Source: an optimization exercise on an open RTL-to-GDS flow (aim: small area, a short achievable clock period and few clock cycles). Production flows keep margins and buffers that such runs may drop. The RTL was checked by simulation tests, not by an equivalence proof against the original design. Power is estimated from default activity; no workload was simulated.

## design/flow/run.sh

```bash
#!/bin/bash
# synth_recipe.tcl (not shown) runs the flow's synth.tcl, then flattens the netlist and writes it again
# the make line also repeats each setting of config.mk as NAME=value (left out here)
make -C /OpenROAD-flow-scripts/flow DESIGN_CONFIG=/design/flow/config.mk WORK_HOME=/design/flow/orfs CLKGATE_MAP_FILE= SYNTH_SCRIPT=/design/flow/synth_recipe.tcl finish
```

## design/flow/config.mk

```make
export PLATFORM = sky130hd
export DESIGN_NAME = fbe
export DESIGN_NICKNAME = fbe
export VERILOG_FILES = /design/flow/design.v
export SDC_FILE = /design/flow/constraint.sdc
export NUM_CORES = 4
export LEC_CHECK = 0
export CAP_MARGIN = 20
export CELL_PAD_IN_SITES_DETAIL_PLACEMENT = 1
export CELL_PAD_IN_SITES_GLOBAL_PLACEMENT = 2
export CORE_MARGIN = 2
export CORE_UTILIZATION = 20
export CTS_CLUSTER_DIAMETER = 80
export CTS_CLUSTER_SIZE = 40
export PLACE_DENSITY = 0.3
export SLEW_MARGIN = 20
```

## design/flow/constraint.sdc

```tcl
create_clock -name core_clock -period 16.0 [get_ports {clk}]
set_input_delay 3.2000 -clock core_clock [delete_from_list [all_inputs] [get_ports {clk}]]
set_output_delay 3.2000 -clock core_clock [all_outputs]
set_load 0.01 [all_outputs]
```

## design/flow/design.v

```verilog
module fbe (
    input  wire        clk,
    input  wire        rst,           
    input  wire        host_valid,
    output wire        host_ready,
    input  wire        host_write,
    input  wire [1:0]  host_size,     
    input  wire [15:0] host_addr,     
    input  wire [31:0] host_wdata,
    output reg         resp_valid,
    output reg  [31:0] resp_rdata,
    output reg         src_valid,
    output reg  [31:0] src_addr,
    input  wire        src_ready,
    input  wire [7:0]  src_data,
    output reg         sink_valid,
    output reg  [1:0]  sink_kind,     
    output reg  [7:0]  sink_data,
    input  wire        sink_ready
);
    localparam integer W  = 48;
    localparam integer H  = 32;
    localparam integer N  = W * H / 8;
    localparam [1:0] M_WHITE = 2'd0, M_BLACK = 2'd1, M_XOR = 2'd2, M_OR = 2'd3;
    localparam [7:0] OP_NOP = 8'h00, OP_CLEAR = 8'h01, OP_INVERT = 8'h02,
                     OP_SETPIXEL = 8'h03, OP_GETPIXEL = 8'h04, OP_LINE = 8'h05,
                     OP_HRUN = 8'h06, OP_VRUN = 8'h07, OP_RECT = 8'h08,
                     OP_FILLRECT = 8'h09, OP_CIRCLE = 8'h0A, OP_FILLCIRCLE = 8'h0B,
                     OP_BLIT = 8'h0C, OP_PRESENT = 8'h0D, OP_BACKLIGHT = 8'h0E;
    localparam integer S_IDLE  = 0,
                       S_WIN0  = 1,     
                       S_WIN1  = 2,     
                       S_GETP  = 3,
                       S_PRES  = 4,
                       S_FLUSH = 5,
                       S_BLS   = 6,
                       S_RECT2 = 7,
                       S_LSET  = 8,
                       S_LINE  = 9,
                       S_CW1   = 10,
                       S_CW2   = 11,
                       S_BSKIP = 12,
                       S_BRUN  = 13,
                       S_DONE  = 14,    
                       S_BS1   = 15,    
                       S_PST   = 16,    
                       S_BL0   = 17,    
                       S_FILL  = 18,    
                       S_DEC   = 19,    
                       S_GETP2 = 20,
                       NS      = 21;
    function [NS-1:0] go(input integer s);
        begin
            go = {NS{1'b0}};
            go[s] = 1'b1;
        end
    endfunction
    reg [31:0] arg0, arg1, arg2;
    reg [3:0]  flags;                
    reg        bl;
    reg        result;
    reg [W*H-1:0] fb;                
    reg [NS-1:0] st, nst;
    reg          rdy;
    reg          hq_w;           
    reg [1:0]    hq_sz;
    reg [15:0]   hq_ad;
    reg [31:0]   hq_wd;
    reg          hq_cmd;         
    reg          hq_ok;          
    reg [7:0]  cmd_op;
    reg [1:0]  cmd_mode;
    reg               dwe, dxr, dyr, dpat, dk0, dk1;
    reg signed [17:0] dX1, dX2, dY1, dY2;
    reg [7:0]         bb;
    reg signed [5:0]  pbp;
    reg               fclr, finv;    
    reg [W-1:0] rda_col;             
    reg [1:0]  rda_strip;
    reg        plast;
    reg [1:0]  wk;
    wire [7:0] wi = hq_ad[7:0];
    wire [1:0] wn = hq_sz;
    reg signed [15:0] p;
    reg signed [16:0] q;
    reg signed [19:0] e, g;          
    reg signed [17:0] ldx, ldy;
    reg signed [18:0] ldxy;          
    reg               lsx, lsy;
    reg               lx0, ly0;      
    reg signed [17:0] cdab;          
    reg [5:0]  bx, bxl;              
    reg [2:0]  bkc, bnk;             
    reg signed [5:0] bp;             
    reg        blastm;               
    reg [13:0] bS, bSn;              
    wire signed [17:0] A = {{2{arg0[15]}}, arg0[15:0]};
    wire signed [17:0] B = {{2{arg0[31]}}, arg0[31:16]};
    wire signed [17:0] C = {{2{arg1[15]}}, arg1[15:0]};
    wire signed [17:0] D = {{2{arg1[31]}}, arg1[31:16]};
    wire [15:0] Cu = arg1[15:0];
    wire [15:0] Du = arg1[31:16];
    wire [31:0] E  = arg2;
    reg  ac_lt, bd_lt, bc_lt;        
    wire signed [17:0] xl = ac_lt ? A : C;
    wire signed [17:0] xr = ac_lt ? C : A;
    wire signed [17:0] yt = bd_lt ? B : D;
    wire signed [17:0] yb = bd_lt ? D : B;
    wire signed [17:0] rl = bc_lt ? B : C;
    wire signed [17:0] rh = bc_lt ? C : B;
    reg [H-1:0] rd_col;
    integer kx;
    always @(*) begin
        rd_col = {H{1'b0}};
        for (kx = 0; kx < W; kx = kx + 1)
            rd_col = rd_col | ({H{rda_col[kx]}} & fb[H*kx +: H]);
    end
    wire [7:0] rd_byte = rd_col[8*rda_strip +: 8];
    function [W-1:0] onehot(input [5:0] v);
        begin
            onehot = {{(W-1){1'b0}}, 1'b1} << v;
        end
    endfunction
    wire               c_fill = (cmd_op == OP_FILLCIRCLE);
    wire signed [17:0] ca_s   = {{2{p[15]}}, p};
    wire signed [17:0] cb_s   = {q[16], q};
    wire               c_ab   = (cdab == 0);
    wire               c_last = (e >= 0) || (cdab >= 0);
    wire               c_w2   = c_fill ? (c_last && !c_ab) : !c_ab;
    wire signed [18:0] cd_inc = (e < 0) ? {ca_s, 1'b1} + 19'sd2 : {cdab, 1'b1} + 19'sd4;
    wire signed [18:0] cd_next = e + cd_inc;
    wire signed [17:0] cb_next = (e < 0) ? cb_s : cb_s - 1;
    wire signed [17:0] ca_next = ca_s + 1;
    wire signed [17:0] cdab_next = (e < 0) ? cdab + 18'sd1 : cdab + 18'sd2;
    wire               c_end   = (e < 0) ? (cdab >= 0) : (cdab >= -1);
    wire signed [17:0] c_cc = c_fill ? B : A;    
    wire signed [17:0] c_cr = c_fill ? A : B;    
    wire signed [17:0] c_u  = st[S_CW1] ? ca_s : cb_s;
    wire signed [17:0] c_v  = st[S_CW1] ? cb_s : ca_s;
    wire               lstep_x = ~e[19];
    wire               lstep_y = ~g[19];
    wire               l_end   = (p == arg1[15:0]) && (q[15:0] == arg1[31:16]);
    wire               l_gone  = (p[15] && !lsx) || (!p[15] && (p > 16'sd47) && (lsx || lx0)) ||
                                 (q[16] && !lsy) || (!q[16] && (q > 17'sd31) && (lsy || ly0));
    wire [19:0]        l_df    = ({20{lstep_x & ~lstep_y}} & {ldy[17], ldy, 1'b0}) |
                                 ({20{~lstep_x & lstep_y}} & {ldx[17], ldx, 1'b0}) |
                                 ({20{lstep_x & lstep_y}}  & {ldxy, 1'b0});
    wire signed [17:0] l_ddx   = C - A;
    wire signed [17:0] l_ddy   = D - B;
    wire signed [17:0] l_adx   = l_ddx[17] ? -l_ddx : l_ddx;
    wire signed [17:0] l_ady   = l_ddy[17] ? l_ddy : -l_ddy;      
    wire [13:0] b_S     = {1'b0, Du[15:3]} + {13'd0, (Du[2:0] != 3'd0)};
    wire signed [17:0] b_ae = A + $signed({2'b00, Cu}) - 1;    
    wire signed [17:0] b_be = B + $signed({2'b00, Du}) - 1;    
    wire [15:0] b_negA  = -arg0[15:0];
    wire [15:0] b_negB  = -arg0[31:16];
    wire [12:0] b_k0    = B[17] ? b_negB[15:3] : 13'd0;        
    wire signed [17:0] b_t  = 18'sd31 - B;
    wire [13:0] b_t8    = b_t[16:3];                           
    wire signed [5:0] b_p0 = B[17] ? ((arg0[18:16] == 3'd0) ? 6'sd0 : {3'b111, arg0[18:16]})
                                   : B[5:0];
    wire [15:0] b_dm1   = Du - 16'd1;
    wire [13:0] b_sk    = {1'b0, b_dm1[15:3]} - {1'b0, b_k0};       
    wire signed [6:0] b_ns7 = 7'sd31 - {b_p0[5], b_p0};
    wire [2:0]  b_ns    = b_ns7[5:3];                              
    reg  [13:0] bsk;
    wire        b_lastm = (bsk <= {11'd0, b_ns});
    wire [2:0]  b_nk    = b_lastm ? bsk[2:0] : b_ns;
    wire [2:0]  b_hl    = arg1[18:16] - 3'd1;                  
    wire [7:0]  b_lmask = (8'd2 << b_hl) - 8'd1;
    reg         b_clip;          
    wire        b_clip_c = (Cu == 16'd0) || (Du == 16'd0) || b_be[17] || (B > H - 1) ||
                          b_ae[17] || (A > W - 1);
    wire        b_fetch  = src_valid && src_ready;
    wire        b_colend = (bkc == 3'd0);
    wire [31:0] b_base   = st[S_IDLE] ? E : src_addr;
    wire [13:0] b_add    = st[S_IDLE] ? {1'b0, b_k0} : st[S_BSKIP] ? bS : b_colend ? bSn : 14'd1;
    wire [31:0] b_sum    = b_base + {18'd0, b_add};
    wire        acc      = host_valid && st[S_IDLE];
    wire        acc_simple = host_write && !((host_addr == 16'h0000) && (host_size == 2'd2));
    wire        dec      = st[S_DEC];
    wire        hq_simple = hq_w && !((hq_ad == 16'h0000) && (hq_sz == 2'd2));
    wire        is_reg   = (hq_ad < 16'h001C) && (hq_sz == 2'd2) && (hq_ad[1:0] == 2'b00);
    wire        is_win   = (hq_ad >= 16'h1000);
    wire [15:0] win_i    = hq_ad - 16'h1000;
    wire [2:0]  win_s    = (hq_sz == 2'd0) ? 3'd1 : (hq_sz == 2'd1) ? 3'd2 : 3'd4;
    wire        win_al   = (hq_sz == 2'd0) ? 1'b1 :
                           (hq_sz == 2'd1) ? (win_i[0] == 1'b0) : (win_i[1:0] == 2'b00);
    wire        win_ok   = is_win && !hq_w && (hq_sz != 2'd3) && win_al &&
                           ({1'b0, win_i} + win_s <= N);
    wire [31:0] hdr      = hq_wd;
    wire [7:0]  hop      = hdr[7:0];
    wire        hdr_ill  = (hdr[31:10] != 22'd0) || (hop > OP_BACKLIGHT);
    wire        hdr_draw = (hop == OP_SETPIXEL) || (hop == OP_LINE) ||
                           (hop == OP_HRUN) || (hop == OP_VRUN) ||
                           (hop == OP_RECT) || (hop == OP_FILLRECT) ||
                           (hop == OP_CIRCLE) || (hop == OP_FILLCIRCLE);
    wire        hdr_badm = (hdr_draw && hdr[9:8] == M_OR) ||
                           (hop == OP_BLIT && hdr[9:8] != M_OR);
    wire        cmdw     = dec && hq_cmd && hq_ok;
    wire [7:0]  h_op     = host_wdata[7:0];
    wire        h_ill    = (host_wdata[31:10] != 22'd0) || (h_op > OP_BACKLIGHT);
    wire        h_draw   = (h_op == OP_SETPIXEL) || (h_op == OP_LINE) ||
                           (h_op == OP_HRUN) || (h_op == OP_VRUN) ||
                           (h_op == OP_RECT) || (h_op == OP_FILLRECT) ||
                           (h_op == OP_CIRCLE) || (h_op == OP_FILLCIRCLE);
    wire        h_badm   = (h_draw && host_wdata[9:8] == M_OR) ||
                           (h_op == OP_BLIT && host_wdata[9:8] != M_OR);
    assign host_ready = rdy;
    wire a_in  = (A >= 0) && (A < W) && (B >= 0) && (B < H);
    wire [1:0] wi_strip = (wi >= 8'd144) ? 2'd3 : (wi >= 8'd96) ? 2'd2 : (wi >= 8'd48) ? 2'd1 : 2'd0;
    wire [7:0] wi_col   = wi - {wi_strip, 5'd0} - {1'b0, wi_strip, 4'd0};
    reg               n_we, n_xr, n_yr, n_pat;
    reg signed [17:0] n_X1, n_X2, n_Y1, n_Y2;
    always @(*) begin
        n_we  = 1'b0;
        n_xr  = 1'b1;
        n_yr  = 1'b1;
        n_pat = 1'b0;
        n_X1 = A; n_X2 = A; n_Y1 = B; n_Y2 = B;
        if (dec) begin
            n_we = cmdw && ((hop == OP_SETPIXEL) || (hop == OP_HRUN) || (hop == OP_VRUN) ||
                            (hop == OP_FILLRECT) || (hop == OP_RECT));
            case (hop[3:0])
                4'h6:    begin n_X1 = rl; n_X2 = rh; n_Y1 = A;  n_Y2 = A;  end
                4'h7:    begin n_X1 = A;  n_X2 = A;  n_Y1 = rl; n_Y2 = rh; end
                4'h8:    begin n_X1 = xl; n_X2 = xr; n_Y1 = yt; n_Y2 = yb; n_yr = 1'b0; end
                4'h9:    begin n_X1 = xl; n_X2 = xr; n_Y1 = yt; n_Y2 = yb; end
                default: begin n_X1 = A;  n_X2 = A;  n_Y1 = B;  n_Y2 = B;  end
            endcase
        end
        if (st[S_RECT2]) begin
            n_we = 1'b1; n_xr = 1'b0;
            n_X1 = xl; n_X2 = xr; n_Y1 = yt + 1; n_Y2 = yb - 1;
        end
        if (st[S_LINE]) begin
            n_we = 1'b1;
            n_X1 = p; n_X2 = p; n_Y1 = q; n_Y2 = q;
        end
        if (st[S_CW1] || st[S_CW2]) begin
            n_we = st[S_CW1] || c_w2;
            n_xr = 1'b0;
            n_yr = c_fill;
            n_X1 = c_cc - c_u; n_X2 = c_cc + c_u;
            n_Y1 = c_cr - c_v; n_Y2 = c_cr + c_v;
        end
        if (st[S_BRUN]) begin
            n_we  = b_fetch;
            n_pat = 1'b1;
            n_X1 = {12'd0, bx}; n_X2 = {12'd0, bx};
        end
    end
    wire signed [17:0] XH      = dxr ? dX2 : dX1;
    wire               x1_big  = ~dX1[17] & ((|dX1[16:6]) | (dX1[5:4] == 2'b11));
    wire               xh_big  = ~XH[17] & ((|XH[16:6]) | (XH[5:4] == 2'b11));
    wire               x2_ok   = ~dX2[17] & ~((|dX2[16:6]) | (dX2[5:4] == 2'b11));
    wire               x_empty = XH[17] | x1_big;
    wire [5:0]         x_lo    = dX1[17] ? 6'd0 : dX1[5:0];
    wire [5:0]         x_hi    = xh_big ? 6'd47 : XH[5:0];
    reg  [W-1:0]       x_ge, x_le, colm;
    integer ix;
    always @(*) begin
        x_ge[0] = (x_lo == 6'd0);
        for (ix = 1; ix < W; ix = ix + 1)
            x_ge[ix] = x_ge[ix-1] | (x_lo == ix);
        x_le[W-1] = (x_hi == W - 1);
        for (ix = W - 2; ix >= 0; ix = ix - 1)
            x_le[ix] = x_le[ix+1] | (x_hi == ix);
        for (ix = 0; ix < W; ix = ix + 1)
            colm[ix] = (~x_empty & x_ge[ix] & x_le[ix]) |
                       (~dxr & x2_ok & (dX2[5:0] == ix));
    end
    wire signed [17:0] YH      = dyr ? dY2 : dY1;
    wire               y1_big  = ~dY1[17] & (|dY1[16:5]);
    wire               yh_big  = ~YH[17] & (|YH[16:5]);
    wire               y2_ok   = ~dY2[17] & ~(|dY2[16:5]);
    wire               y_empty = YH[17] | y1_big;
    wire [4:0]         y_lo    = dY1[17] ? 5'd0 : dY1[4:0];
    wire [4:0]         y_hi    = yh_big ? 5'd31 : YH[4:0];
    reg  [H-1:0]       y_ge, y_le, rowg;
    integer iy;
    always @(*) begin
        y_ge[0] = (y_lo == 5'd0);
        for (iy = 1; iy < H; iy = iy + 1)
            y_ge[iy] = y_ge[iy-1] | (y_lo == iy);
        y_le[H-1] = (y_hi == H - 1);
        for (iy = H - 2; iy >= 0; iy = iy - 1)
            y_le[iy] = y_le[iy+1] | (y_hi == iy);
        for (iy = 0; iy < H; iy = iy + 1)
            rowg[iy] = (~y_empty & y_ge[iy] & y_le[iy]) |
                       (~dyr & y2_ok & (dY2[4:0] == iy));
    end
    wire [2:0]  pb_r  = pbp[2:0];
    wire [14:0] pb_sh = {7'd0, bb} << pb_r;
    wire signed [2:0] pb_q = pbp[5:3];             
    reg  [H-1:0] rowp;
    integer is;
    always @(*) begin
        for (is = 0; is < 4; is = is + 1) begin
            rowp[8*is +: 8] = (pb_q == is)     ? pb_sh[7:0] :
                              (pb_q == is - 1) ? {1'b0, pb_sh[14:8]} : 8'd0;
        end
    end
    wire [H-1:0] rm  = (dpat ? rowp : rowg) | {H{fclr}};
    wire [W-1:0] c0m = ({W{dwe & dk0}} & colm) | {W{fclr}};
    wire [W-1:0] c1m = ({W{dwe & dk1}} & colm) | {W{finv}};
    genvar gx, gy;
    generate
        for (gx = 0; gx < W; gx = gx + 1) begin : g_col
            for (gy = 0; gy < H; gy = gy + 1) begin : g_row
                always @(posedge clk)
                    fb[H*gx + gy] <= fb[H*gx + gy] ? ~(c0m[gx] & rm[gy]) : (c1m[gx] & rm[gy]);
            end
        end
    endgenerate
    always @(posedge clk) begin
        if (rst) begin
            dwe  <= 1'b0;
            fclr <= 1'b1;
            finv <= 1'b0;
        end else begin
            dwe  <= n_we;
            fclr <= cmdw && (hop == OP_CLEAR || hop == OP_INVERT);
            finv <= cmdw && (hop == OP_INVERT);
        end
        dxr  <= n_xr;
        dyr  <= n_yr;
        dpat <= n_pat;
        dX1  <= n_X1;
        dX2  <= n_X2;
        dY1  <= n_Y1;
        dY2  <= n_Y2;
        if (dec) begin
            dk0 <= (hdr[9:8] != M_BLACK) && (hop != OP_BLIT);
            dk1 <= (hdr[9:8] != M_WHITE) || (hop == OP_BLIT);
        end
        if (st[S_BRUN] && b_fetch) begin
            bb  <= (b_colend && blastm) ? (src_data & b_lmask) : src_data;
            pbp <= bp;
        end
    end
    always @(posedge clk) begin
        if (rst) begin
            sink_valid <= 1'b0;
            sink_kind  <= 2'd0;
            sink_data  <= 8'd0;
            rda_col    <= onehot(6'd0);
            rda_strip  <= 2'd0;
        end else if (st[S_PRES]) begin
            if (sink_ready) begin
                if (plast) begin
                    sink_kind <= 2'd1;
                    sink_data <= 8'd0;
                end else begin
                    sink_data <= rd_byte;
                    plast     <= rda_col[W-1] && (rda_strip == 2'd3);
                    if (rda_col[W-1]) begin
                        rda_col   <= onehot(6'd0);
                        rda_strip <= rda_strip + 2'd1;
                    end else begin
                        rda_col   <= {rda_col[W-2:0], rda_col[W-1]};
                    end
                end
            end
        end else if (st[S_FLUSH] || st[S_BLS]) begin
            if (sink_ready) begin
                sink_valid <= 1'b0;
                sink_kind  <= 2'd0;
                sink_data  <= 8'd0;
            end
        end else if (st[S_BL0]) begin
            sink_valid <= 1'b1;
            sink_kind  <= 2'd2;
            sink_data  <= {7'd0, arg0[0]};
        end else if (st[S_WIN0]) begin
            rda_col   <= onehot(wi_col[5:0]);
            rda_strip <= wi_strip;
        end else if (st[S_WIN1]) begin
            if (wk == ((wn == 2'd0) ? 2'd0 : (wn == 2'd1) ? 2'd1 : 2'd3)) begin
                rda_col   <= onehot(6'd0);
                rda_strip <= 2'd0;
            end else begin
                rda_col   <= {rda_col[W-2:0], rda_col[W-1]};
            end
        end else if (st[S_GETP2]) begin
            rda_col   <= onehot(6'd0);
            rda_strip <= 2'd0;
        end else if (cmdw && hop == OP_PRESENT) begin
            sink_valid <= 1'b1;
            sink_kind  <= 2'd0;
            sink_data  <= rd_byte;
            rda_col    <= onehot(6'd1);
            plast      <= 1'b0;
        end else if (cmdw && hop == OP_GETPIXEL) begin
            rda_col   <= onehot(arg0[5:0]);
            rda_strip <= arg0[20:19];
        end
    end
    always @(posedge clk) begin
        if (st[S_BRUN]) begin
            if (src_ready) src_addr <= b_sum;
        end else if (st[S_BSKIP]) begin
            if (p != 16'sd0) src_addr <= b_sum;
        end else if (st[S_IDLE]) begin
            src_addr <= b_sum;
        end
    end
    always @(posedge clk) begin
        if (rst) begin
            st         <= go(S_IDLE);
            rdy        <= 1'b1;
            resp_rdata <= 32'd0;
            arg0       <= 32'd0;
            arg1       <= 32'd0;
            arg2       <= 32'd0;
            flags      <= 4'd0;
            bl         <= 1'b0;
            result     <= 1'b0;
            resp_valid <= 1'b0;
            src_valid  <= 1'b0;
        end else begin
            nst = st;
            resp_valid <= 1'b0;
            resp_rdata <= 32'd0;         
            if (st[S_IDLE]) begin
                ac_lt <= (A < C);
                bxl   <= (b_ae > W - 1) ? 6'd47 : b_ae[5:0];
                bsk   <= b_sk;
                bS    <= b_S;
                b_clip <= b_clip_c;
                bd_lt <= (B < D);
                bc_lt <= (B < C);
                hq_w  <= host_write;
                hq_cmd <= host_write && (host_addr == 16'h0000) && (host_size == 2'd2);
                hq_ok  <= !h_ill && !h_badm;
                hq_sz <= host_size;
                hq_ad <= host_addr;
                hq_wd <= host_wdata;
                ldx  <= l_adx;
                ldy  <= l_ady;
                lsx  <= ~l_ddx[17] & (l_ddx != 0);
                lsy  <= ~l_ddy[17] & (l_ddy != 0);
                lx0  <= (l_ddx == 0);
                ly0  <= (l_ddy == 0);
                cdab <= -C;
                bx   <= A[17] ? 6'd0 : arg0[5:0];
                p    <= 16'sd0;
                q    <= C[16:0];
                e    <= 19'sd1 - C;
                if (acc) begin
                    resp_valid <= acc_simple;
                    nst = go(S_DEC);
                end
            end
            if (dec) begin
                cmd_op <= hop;
                resp_rdata <= 32'd0;
                resp_valid <= !hq_simple;
                nst = go(S_IDLE);
                if (hq_sz == 2'd3) begin
                    flags[3] <= 1'b1;
                end else if (is_win) begin
                    if (win_ok) begin
                        resp_valid <= 1'b0;
                        nst = go(S_WIN0);
                    end else begin
                        flags[3] <= 1'b1;
                    end
                end else if (!is_reg) begin
                    flags[3] <= 1'b1;
                end else if (!hq_w) begin
                    case (hq_ad[4:2])
                        3'd1: resp_rdata <= arg0;
                        3'd2: resp_rdata <= arg1;
                        3'd3: resp_rdata <= arg2;
                        3'd4: resp_rdata <= {23'd0, bl, 4'd0, flags};
                        3'd5: resp_rdata <= {31'd0, result};
                        3'd6: resp_rdata <= {H[15:0], W[15:0]};
                        default: resp_rdata <= 32'd0;
                    endcase
                end else begin
                    case (hq_ad[4:2])
                        3'd1: arg0 <= hq_wd;
                        3'd2: arg1 <= hq_wd;
                        3'd3: arg2 <= hq_wd;
                        3'd4: flags <= flags & ~hq_wd[3:0];
                        3'd5, 3'd6: flags[3] <= 1'b1;
                        default: begin
                            if (!hq_ok) begin
                                if (hdr_ill) flags[0] <= 1'b1;
                                else         flags[1] <= 1'b1;
                            end else begin
                                case (hop)
                                    OP_CLEAR, OP_INVERT: begin
                                        resp_valid <= 1'b0;
                                        nst         = go(S_DONE);
                                    end
                                    OP_SETPIXEL, OP_HRUN, OP_VRUN, OP_FILLRECT: begin
                                        resp_valid <= 1'b0;
                                        nst         = go(S_DONE);
                                    end
                                    OP_RECT: begin
                                        resp_valid <= 1'b0;
                                        nst         = go(S_RECT2);
                                    end
                                    OP_GETPIXEL: begin
                                        resp_valid <= 1'b0;
                                        nst         = go(S_GETP);
                                    end
                                    OP_LINE: begin
                                        resp_valid <= 1'b0;
                                        p    <= arg0[15:0];
                                        q    <= B[16:0];
                                        e    <= 2 * ldx + ldy;
                                        g    <= -ldx - 2 * ldy;
                                        ldxy <= ldx + ldy;
                                        nst  = go(S_LINE);
                                    end
                                    OP_CIRCLE, OP_FILLCIRCLE: begin
                                        if (!C[17]) begin
                                            resp_valid <= 1'b0;
                                            nst = go(S_CW1);
                                        end
                                    end
                                    OP_BLIT: begin
                                        if (!b_clip) begin
                                            resp_valid <= 1'b0;
                                            p   <= A[17] ? b_negA : 16'd0;
                                            nst  = go(S_BSKIP);
                                        end
                                    end
                                    OP_PRESENT: begin
                                        resp_valid <= 1'b0;
                                        nst         = go(S_PRES);
                                    end
                                    OP_BACKLIGHT: begin
                                        resp_valid <= 1'b0;
                                        nst         = go(S_BL0);
                                    end
                                    default: ;   
                                endcase
                            end
                        end
                    endcase
                end
            end
            if (st[S_WIN0]) begin
                wk        <= 2'd0;
                nst        = go(S_WIN1);
            end
            if (st[S_WIN1]) begin
                hq_wd[8*wk +: 8] <= rd_byte;
                wk      <= wk + 2'd1;
                if (wk == ((wn == 2'd0) ? 2'd0 : (wn == 2'd1) ? 2'd1 : 2'd3)) begin
                    resp_valid <= 1'b1;
                    resp_rdata <= (wn == 2'd0) ? {24'd0, rd_byte} :
                                  (wn == 2'd1) ? {16'd0, rd_byte, hq_wd[7:0]} : {rd_byte, hq_wd[23:0]};
                    nst         = go(S_IDLE);
                end
            end
            if (st[S_GETP]) begin
                hq_wd[31:24] <= rd_byte;
                nst   = go(S_GETP2);
            end
            if (st[S_GETP2]) begin
                if (a_in) begin
                    result <= hq_wd[24 + arg0[18:16]];
                end else begin
                    result   <= 1'b0;
                    flags[2] <= 1'b1;
                end
                resp_valid <= 1'b1;
                nst         = go(S_IDLE);
            end
            if (st[S_FILL]) nst = go(S_DONE);
            if (st[S_BL0]) begin
                bl         <= arg0[0];
                nst         = go(S_BLS);
            end
            if (st[S_PRES] && sink_ready && plast) nst = go(S_FLUSH);
            if ((st[S_FLUSH] || st[S_BLS]) && sink_ready) begin
                resp_valid <= 1'b1;
                nst         = go(S_IDLE);
            end
            if (st[S_RECT2]) nst = go(S_DONE);
            if (st[S_DONE]) begin
                resp_valid <= 1'b1;
                nst         = go(S_IDLE);
            end
            if (st[S_LSET]) begin
                p    <= arg0[15:0];
                q    <= B[16:0];
                e    <= 2 * ldx + ldy;
                g    <= -ldx - 2 * ldy;
                ldxy <= ldx + ldy;
                nst   = go(S_LINE);
            end
            if (st[S_LINE]) begin
                if (l_end || l_gone) begin
                    nst = go(S_DONE);
                end else begin
                    e <= e + $signed(l_df);
                    g <= g - $signed(l_df);
                    if (lstep_x) p <= lsx ? p + 16'sd1 : p - 16'sd1;
                    if (lstep_y) q <= lsy ? q + 17'sd1 : q - 17'sd1;
                end
            end
            if (st[S_CW1] || st[S_CW2]) begin
                if (st[S_CW1] && c_w2) begin
                    nst = go(S_CW2);
                end else begin
                    p    <= ca_next[15:0];
                    q    <= cb_next[16:0];
                    e    <= cd_next;
                    cdab <= cdab_next;
                    nst = c_end ? go(S_DONE) : go(S_CW1);
                end
            end
            if (st[S_BS1]) begin
                bxl    <= (b_ae > W - 1) ? 6'd47 : b_ae[5:0];
                bsk    <= b_sk;
                bS     <= b_S;
                p      <= A[17] ? b_negA : 16'd0;
                nst     = go(S_BSKIP);
            end
            if (st[S_BSKIP]) begin
                bnk    <= b_nk;
                blastm <= b_lastm;
                bkc    <= b_nk;
                bp     <= b_p0;
                bSn    <= bS - {11'd0, b_nk};
                if (p == 16'sd0) begin
                    src_valid <= 1'b1;
                    nst        = go(S_BRUN);
                end else begin
                    p        <= p - 16'sd1;
                end
            end
            if (st[S_BRUN] && b_fetch) begin
                if (b_colend) begin
                    if (bx == bxl) begin
                        src_valid <= 1'b0;
                        nst        = go(S_DONE);
                    end else begin
                        bx       <= bx + 6'd1;
                        bkc      <= bnk;
                        bp       <= b_p0;
                    end
                end else begin
                    bkc      <= bkc - 3'd1;
                    bp       <= bp + 6'sd8;
                end
            end
            st  <= nst;
            rdy <= nst[S_IDLE] || (nst[S_DEC] && acc && acc_simple);
        end
    end
endmodule
```

==> run summary, run 1 <==
The half-perimeter wire length after detailed placement came out at 629000 um. The total overflow left after global routing is 0. The max-slew headroom at the worst pin came out at 0.0919.

The number of global-route vias before repair came out at 117000. Once placement completed, the tool counted placed cells totaling 20900. Counting the fill cells in the layout gives around 67000. The critical path is of the register to register type. The clock tree buffer depth came out at 4.

The final number of setup-violating endpoints came out at 0. Setup repair after global routing left no endpoint under its margin. The proportion of power drawn by the clock network came out at 0.383. The leakage power total is 48.1 nW.

For this run, the number of Yosys warnings is 1. The kind of end point of the critical path is a register. The combined buffer and inverter count along the critical path came out at 5. Power spread over the standard cell area amounts to 118 nW/um2.

In the finished design, the share of the clock period the worst path needs comes to 0.365. After detailed routing, the total wire length is around 940000 um. The first detailed-routing pass took 8 iterations. The final net count came out at 13900. The initial utilization of the core area, before any placement, comes to 0.200. The number of synthesized flops with an enable pin came out at roughly 330. The average instance in the mapped netlist occupies 8.46 um2. The number of vias after detailed routing came out at 123000.

The width of the die is 767 um. In this run the remaining antenna-violating nets after routing total 0. The total count of hold-check failures in the final report is 0.

The max-cap check violation count is 0. Measured in cells, the most critical reg-to-reg path has a length of 13. The run finished with no timing, DRC or antenna violations.

The nature of the critical path startpoint is a register. The switching power came out at approximately 5.8 mW. The critical path goes through buf_4 -> buf_4 -> and3_1 -> o21ai_1 -> or4_1 -> nor3_4 -> buf_4 -> a21o_2 -> buf_4 -> buf_4 -> a211oi_1 -> a211oi_1 -> a211oi_1.

The timing-limited maximum frequency is about 170 MHz. Entering global routing, the biggest net connects 97 pins. The number of instances resized during post-cts repair is 0. The number of buffers added to fix hold violations after cts came out at 0.

The standard-cell row count is 280. The slew at the pin closest to its max-slew limit came out at 1.35 ns. TritonCTS built the clock tree. The most common cell in the synthesized netlist is a21oi_1. The region available for standard cell placement spans a little under 600000 um2. dfxtp_1 takes more of the synthesized area than any other cell. In this run the critical register-to-register path is launched from hq_ad[3]. For flop-to-flop paths, the worst setup slack is 10.17 ns. On the final layout, the worst hold slack is 0.458 ns. The number of buffers inserted during clock tree synthesis came out at 229. The level count of the clock H-tree came out at 4. The DRC violation total after the first TritonRoute iteration came out at 15400. The source of the critical timing path is hq_ad[3]. The data arrival time of the critical path is roughly 6.5 ns.

The number of cells traversed by the worst hold path came out at 2. Among all stages on the critical path, the largest delay is contributed by or4_1. The count of final max-slew check failures came out at 0. The number of distinct library cells after synthesis is 106.

The smallest clock period supported by the final layout is computed as 5.83 ns. The total negative slack came out at 0 ns. In the final layout, the share of cells above drive strength 1 is 0.104. The first global-routing pass estimated 1220000 um of wire. The number of instances in the synthesized netlist came out at 13700.

The worst-skew pair later-pin latency is 1.05 ns. Among the stages of the critical path, the cell type that occurs most often is buf_4. After synthesis the cells add up to roughly 120000 um2.

The number of buffers inserted by port buffering came out at 141. Dividing the detail-routed via count by the number of cells gives 5.76. In this run the clock root is driven by a clkbuf_16. After synthesis, the most frequently instantiated cells are a21oi_1, dfxtp_1, a31oi_1.

Relative to the synthesized area, the layout overhead comes to 17.9%. The worst hold path belongs to the class register to register. After synthesis, the cell types taking the most area are dfxtp_1, a21oi_1, edfxtp_1. The kind of cell adding the most delay to the critical path is buffers and inverters. The global-route total usage across every layer came out at 0.306. The clock tree skew after final layout is 0.114 ns. The number of top-level design ports is ~140. The proportion of power drawn by combinational gates came out at 0.180. The worst supply voltage drop on vdd came out at ~0.088 mV. The sequential fraction of design power came out at 0.437. Excluding fillers, the count of instances in the completed layout stands at ~21000. The critical path depth is 13. The DRC violation count after routing came out at 0. The share of total power consumed by net switching is 0.358. The floorplan step defined a die boundary enclosing 588000 um2. The number of antenna violations at the first check in global routing is 223. The internal power contribution is about 10 mW. The number of sinks on the clock net came out at 2164.

The delay of the slowest cell on the worst path came out at 0.78 ns. The final routed wire length divided by cell count is 43.9 um. The post-synthesis sequential area ratio came out at 0.401. The required time of the worst setup path came out at 16.68 ns. The share of flip-flops with an asynchronous set or reset is 0. The die extent in y is 767 um. The most used flip-flop cell after synthesis is dfxtp_1. In this run the worst path has a maximum fanout of 42.

The clock slew seen by the registers of the worst setup and hold paths came out at 0.08 ns. The beginning of the worst hold path is arg1[29]. The congestion estimate from routability-driven global placement came to 0.888.

In this run, synthesis produced a sequential element count of around 2200. The area fraction of the dominant cell type after synthesis is 0.315. After clock tree synthesis, the setup repair step added 0 buffers.
[cell families after synthesis]
logic type | Yosys count | synth area share
AO/OA/AOI/OAI | 6026 | 0.328
multiplexers | 315 | 0.0280
other | 1 | 0.0000322
AND/OR/NAND/NOR | 2704 | 0.110
flip-flops | 2164 | 0.401
buffers and inverters | 1710 | 0.0566
adder cells (fa/ha/maj) | 393 | 0.0435
XOR/XNOR | 432 | 0.0325
[power by group through the flow]
stage	combinational (mW)	clock (mW)	sequential, mW
after floorplan	1.75	0	6.96
after global placement	2.79	0	7.13
after detailed placement	2.88	0	7.17
after CTS	2.88	6.35	7.05
after global routing	3.15	6.52	7.18
final	2.92	6.19	7.07
[path summary, 6_finish.rpt]
| kind | end |
|---|---|
| min reg2reg | arg1[29] |
| max reg2reg | q[10] |
| min | arg1[29] |
| max | q[10] |
[cell usage in the layout (no fill, tap or decap), drive strengths merged, types with 38 or more instances in the layout]
master,instances
nand2b,82
nor3,224
a21oi,2046
o22ai,105
inv,471
a21o,87
o211ai,69
o21bai,56
mux2i,249
a31oi,1500
a222oi,48
and2,40
a221o,38
clkinv,70
o31ai,105
o21a,50
diode,50
a211oi,120
clkdlybuf4s50,140
a221oi,371
nor4,99
clkbuf,245
edfxtp,332
o21ai,606
dfxtp,1832
xor2,139
nand2,886
nor2b,89
or3,68
nand3,189
ha,374
or4,40
nand4,161
nor2,671
buf,600
mux2,64
a22oi,207
and3,54
a22o,295
xnor2,293
[layout make-up]
| cell class | instances | area (um2) | share of cell area |
|---|---|---|---|
| clock inverter | 181 | 2300 | 0.0167 |
| clock buffer | 244 | 5860 | 0.0427 |
| tap | 7755 | 9700 | 0.0707 |
| timing repair buffer | 741 | 6110 | 0.0445 |
| inverter | 389 | 1470 | 0.0107 |
| antenna | 50 | 125 | 0.000912 |
| multi-input combinational | 9874 | 64800 | 0.472 |
| sequential | 2164 | 46900 | 0.341 |
[layer usage]
layer	GRT usage	vias up	wire [um]
met4	0.0740	12	26200
met1	0.456	65100	454000
li1	-	51800	-
met2	0.462	5387	399000
met3	0.0397	853	60300
met5	0	-	94
[sequential cells by signal, summed over array words and instances (netlist names), 16 cells and up]
register / cells
dY2: 18
q: 17
rda_col: 48
fb: 1536
dY1: 18
ldy: 18
g: 19
resp_rdata: 32
cdab: 18
ldx: 18
ldxy: 19
hq_wd: 32
p: 16
hq_ad: 16
st: 20
arg0: 32
dX1: 18
arg1: 32
arg2: 32
e: 20
dX2: 18
src_addr: 32
[stage by stage]
step	utilization	setup WS [ns]	power, mW	cell area, um2
4_1_cts	0.236	10.15	16.3	137000
3_5_place_dp	0.222	9.49	10.0	129000
6_report	0.236	10.17	16.2	137000
3_3_place_gp	0.222	9.39	9.93	129000
5_1_grt	0.236	9.94	16.8	137000
2_1_floorplan	-	8.65	8.71	116000
[worst reg2reg max path: cells and delay by family (launching register included)]
family	cells	cell delay (ns)
compound gates	5	1.48
simple gates	3	1.38
flops	1	0.33
buf+inv	5	2.33
Testbench counts, summed over its fixed seeds: cycles 16,095.
==> inputs of run 2 (changes only) <==
--- a/design/flow/config.mk
+++ b/design/flow/config.mk
@@ -12,4 +12,2 @@
 export CORE_UTILIZATION = 20
-export CTS_CLUSTER_DIAMETER = 80
-export CTS_CLUSTER_SIZE = 40
 export PLACE_DENSITY = 0.3
==> run summary, run 2 <==
The power density over the cells came out at 124 nW/um2 (was 118 nW/um2). The total count of hold-check failures in the final report came out at 0 (unchanged). The level count of the clock H-tree came out at 5 (was 4). The clock tree skew after final layout came out at 0.107 ns (was 0.114 ns). The clock slew seen by the registers of the worst setup and hold paths came out at 0.07 ns (was 0.08 ns). The type of the worst setup path was register to register (unchanged).

The die extent in y is 767 um (unchanged). Commonest cells after routing, fill and taps aside: a21oi_1, dfxtp_1, a31oi_1 (unchanged). The number of global-route vias before repair came to 118000 (was 117000). The max-cap check violation count is 0 (unchanged). The timing-limited maximum frequency is 170 MHz (was 171 MHz).

The area fraction of the dominant cell type after synthesis was 0.315 (unchanged). The number of vias after detailed routing is 124000 (was 123000). The worst-skew pair later-pin latency came out at 1.04 ns (was 1.05 ns). The number of fill cells came out at 66700 (was 66800). The beginning of the worst hold path is arg1[29] (unchanged). The library cell with the highest instance count after synthesis was a21oi_1 (unchanged). The standard-cell row count is 280 (unchanged).

The worst supply voltage drop on vdd came to 0.0788 mV (was 0.0880 mV). The worst-path cell with the longest stage delay is buf_4 (was or4_1). The post-synthesis sequential area ratio is 0.401 (unchanged). The final number of setup-violating endpoints was 0 (unchanged). The clock root buffer is clkbuf_16 (unchanged). The worst-path maximum fanout is 22 (was 42). The global-route total usage across every layer came to 0.307 (was 0.306). The wire length after detailed routing came out at 943000 um (was 939000 um). The number of sinks on the clock net was 2164 (unchanged). The delay of the slowest cell on the worst path came out at 0.93 ns (was 0.78 ns). The data arrival time of the critical path is 6.79 ns (was 6.51 ns). The total power after layout is 17.2 mW (was 16.2 mW). The fraction of layout cells with a size suffix above 1 came out at 0.106 (was 0.104). The number of instances resized during post-cts repair came to 0 (unchanged). The number of warnings printed during yosys synthesis came out at 1 (unchanged).

The total congestion overflow after global routing came to 0 (unchanged). The detailed-route vias per instance is 5.75 (was 5.76). The most common cell after layout, fill and taps aside is a21oi_1 (unchanged). The count of buffers added by post-CTS timing repair for setup is 0 (unchanged). The final period utilization came out at 0.368 (was 0.365). The combined buffer and inverter count along the critical path came out at 2 (was 5).

The global placer's final weighted congestion is 0.888 (unchanged). Status: timing/DRC/antenna clean (unchanged). The half-perimeter wire length after detailed placement was 629000 um (unchanged). The count of final max-slew check failures was 0 (unchanged).

The flip-flop count of the largest register, all copies and words added was 1536 (unchanged). The initial standard-cell utilization of the core is 0.200 (unchanged). The leakage power total came out at 49.1 nW (was 48.1 nW). The final cell count without fillers is 21500 (was 21400). The first-pass iteration count of the detailed router is 7 (was 8). The post-synthesis instance area is 116000 um2 (unchanged).

The number of antenna violations at the first check in global routing came out at 233 (was 223). The DRC violation count after routing is 0 (unchanged). The source of the critical timing path is dX1[5] (was hq_ad[3]). The max-slew headroom at the worst pin is 0.147 (was 0.0919). The kind of cell adding the most delay to the critical path was compound AO/OA/AOI/OAI gates (was buffers and inverters). Largest registers: fb x1536, rda_col x48 (unchanged). The worst reg2reg path startpoint was dX1[5] (was hq_ad[3]).

The area of the die is 588000 um2 (unchanged). The required time of the worst setup path came out at 16.90 ns (was 16.68 ns). The average cell area after synthesis is 8.46 um2 (unchanged).

The flip-flop and latch count after synthesis was 2164 (unchanged). The final routed wire length divided by cell count came out at 43.8 um (was 43.9 um). Setup repair after global routing missed its margin: no (unchanged). The post-layout utilization of the core came out at 0.240 (was 0.236). The path category of the worst min-delay check is register to register (unchanged). The top register by number of flip-flops is fb (unchanged).

Cells along the critical path: buf_4 -> nand2_1 -> o21ai_1 -> a21oi_1 -> nor2_1 -> o311ai_0 -> o21ai_0 -> a21o_2 -> buf_4 -> a21oi_1 -> a31oi_1 (was buf_4 -> buf_4 -> and3_1 -> o21ai_1 -> or4_1 -> nor3_4 -> buf_4 -> a21o_2 -> buf_4 -> buf_4 -> a211oi_1 -> a211oi_1 -> a211oi_1). The nature of the critical path startpoint is a register (unchanged). The dominant synthesized flop cell is dfxtp_1 (unchanged). The slew at the pin closest to its max-slew limit is 1.27 ns (was 1.35 ns).

The number of buffers added to fix hold violations after cts was 0 (unchanged). The pin count of the biggest net entering global routing is 97 (unchanged). The number of distinct library cells after synthesis came out at 106 (unchanged). The area of the core is 581000 um2 (unchanged). The final net count came to 13900 (about the same).

The number of instances in the synthesized netlist is 13700 (unchanged). The clock tree buffer depth is 4 (unchanged). Top cell types by occurrence after synthesis: a21oi_1, dfxtp_1, a31oi_1 (unchanged). The total negative slack is 0 ns (unchanged).

The kind of end point of the critical path is a register (unchanged). The width of the die came out at 767 um (unchanged). The number of buffers inserted by port buffering is 141 (unchanged).

The first-pass GRT wire length came out at 1220000 um (about the same). Dominant cells by area after synthesis: dfxtp_1, a21oi_1, edfxtp_1 (unchanged). The clock tree from TritonCTS is yes (unchanged).

The time the final worst path needs with I/O delays and setup came out at 5.89 ns (was 5.83 ns). The number of buffers inserted during clock tree synthesis is 315 (was 229). The share of flip-flops with an asynchronous set or reset is 0 (unchanged). The most area-hungry cell type in the Yosys netlist is dfxtp_1 (unchanged). The number of placed cells counting well taps is 20900 (unchanged). The number of synthesized flops with an enable pin was 332 (unchanged). The area overhead of the layout relative to synthesis came out at 19.6% (was 17.9%). The DRC violation total after the first TritonRoute iteration came out at 15800 (was 15400). The number of top-level design ports is 142 (unchanged).

The final antenna-violating net count came to 0 (unchanged).
[run 2: cell counts after synthesis]
No cell type changed its count.
[run 2: logic make-up after synthesis]
| logic type | count (synthesis) | synth area share |
|---|---|---|
| multiplexers | 315 | 0.0280 |
| other | 1 | 0.0000322 |
| AO/OA/AOI/OAI | 6026 | 0.328 |
| adder cells (fa/ha/maj) | 393 | 0.0435 |
| XOR/XNOR | 432 | 0.0325 |
| flip-flops | 2164 | 0.401 |
| AND/OR/NAND/NOR | 2704 | 0.110 |
| buffers and inverters | 1710 | 0.0566 |
[run 2: metrics by stage]
stage | hold WS, ns | worst slack (ns) | cell area [um2]
2_1_floorplan | 0.370 | 8.65 | 116000
3_3_place_gp | 0.436 | 9.39 | 129000
3_5_place_dp | 0.452 | 9.49 | 129000
4_1_cts | 0.459 | 10.16 | 139000
5_1_grt | 0.471 | 9.95 | 139000
6_report | 0.456 | 10.11 | 139000
[run 2: final timing paths]
check / endpoint / slack [ns] / depth (start not counted)
max: fb[1125] / 10.11 / 11
min: arg1[29] / 0.46 / 2
max reg2reg: fb[1125] / 10.11 / 11
min reg2reg: arg1[29] / 0.46 / 2
[run 2: layer usage]
layer / vias to the layer above / GRT usage / wire length, um
li1: 52000 / - / -
met1: 65500 / 0.457 / 456000
met4: 12 / 0.0793 / 27400
met5: - / 0 / 86
met3: 900 / 0.0415 / 60800
met2: 5456 / 0.462 / 398000
[run 2: layout make-up]
class	instances	area [um2]	area share
diodes	53	133	0.000953
clock buffers	456	9040	0.0649
clock inverters	102	1050	0.00753
inverters	389	1470	0.0105
multi-input cells	9874	64800	0.466
flip-flops and latches	2164	46900	0.337
well taps	7755	9700	0.0697
repair buffers	742	6110	0.0439
[run 2: worst register-to-register path, cell delays in order, from the launching register on]
cell and delay (ns):
dfxtp_1 0.59, buf_4 0.40, nand2_1 0.20, o21ai_1 0.67, a21oi_1 0.25, nor2_1 0.89
o311ai_0 0.32, o21ai_0 0.23, a21o_2 0.80, buf_4 0.96, a21oi_1 0.33, a31oi_1 0.19
[run 2: where the power goes]
| group | internal (mW) | switching [mW] | leakage, nW |
|---|---|---|---|
| Sequential | 6.38 | 0.703 | 18.1 |
| Combinational | 0.936 | 1.98 | 26.0 |
| Clock | 4.13 | 3.08 | 4.98 |

-- port drivers added, routing unchanged --
No port has a modelled driver above. Below, the same layouts with a new extraction and two added sets of constraints.
Step 1, drivers: a clkbuf_16 drives clk and a buf_2 each remaining input, both assumed.
Step 2 moves the port delays by t, midway between the first and last clock arrival at a register: inputs arrive t later, outputs are due t later. That takes back most of the time a late clock gives input paths.
Slacks: ideal / step 1 / step 2; pairs: ideal / step 1.
| run | t, ns | slack for setup (ns) | worst setup path after step 2 | slew at the worst register clock pin (ns) | worst data-port slew with drivers (ns) |
|---|---|---|---|---|---|
| run 1 | 1.130 | 10.167 / 10.167 / 9.441 | input to register | 0.09 / 0.09 | 0.15 |
| run 2 | 1.122 | 10.109 / 10.109 / 9.429 | input to register | 0.07 / 0.07 | 0.14 |
After both steps every run listed still meets setup and hold. The setup slack of run 1, which loses most, moves by 0.000 ns with the drivers and by -0.726 ns with both steps.
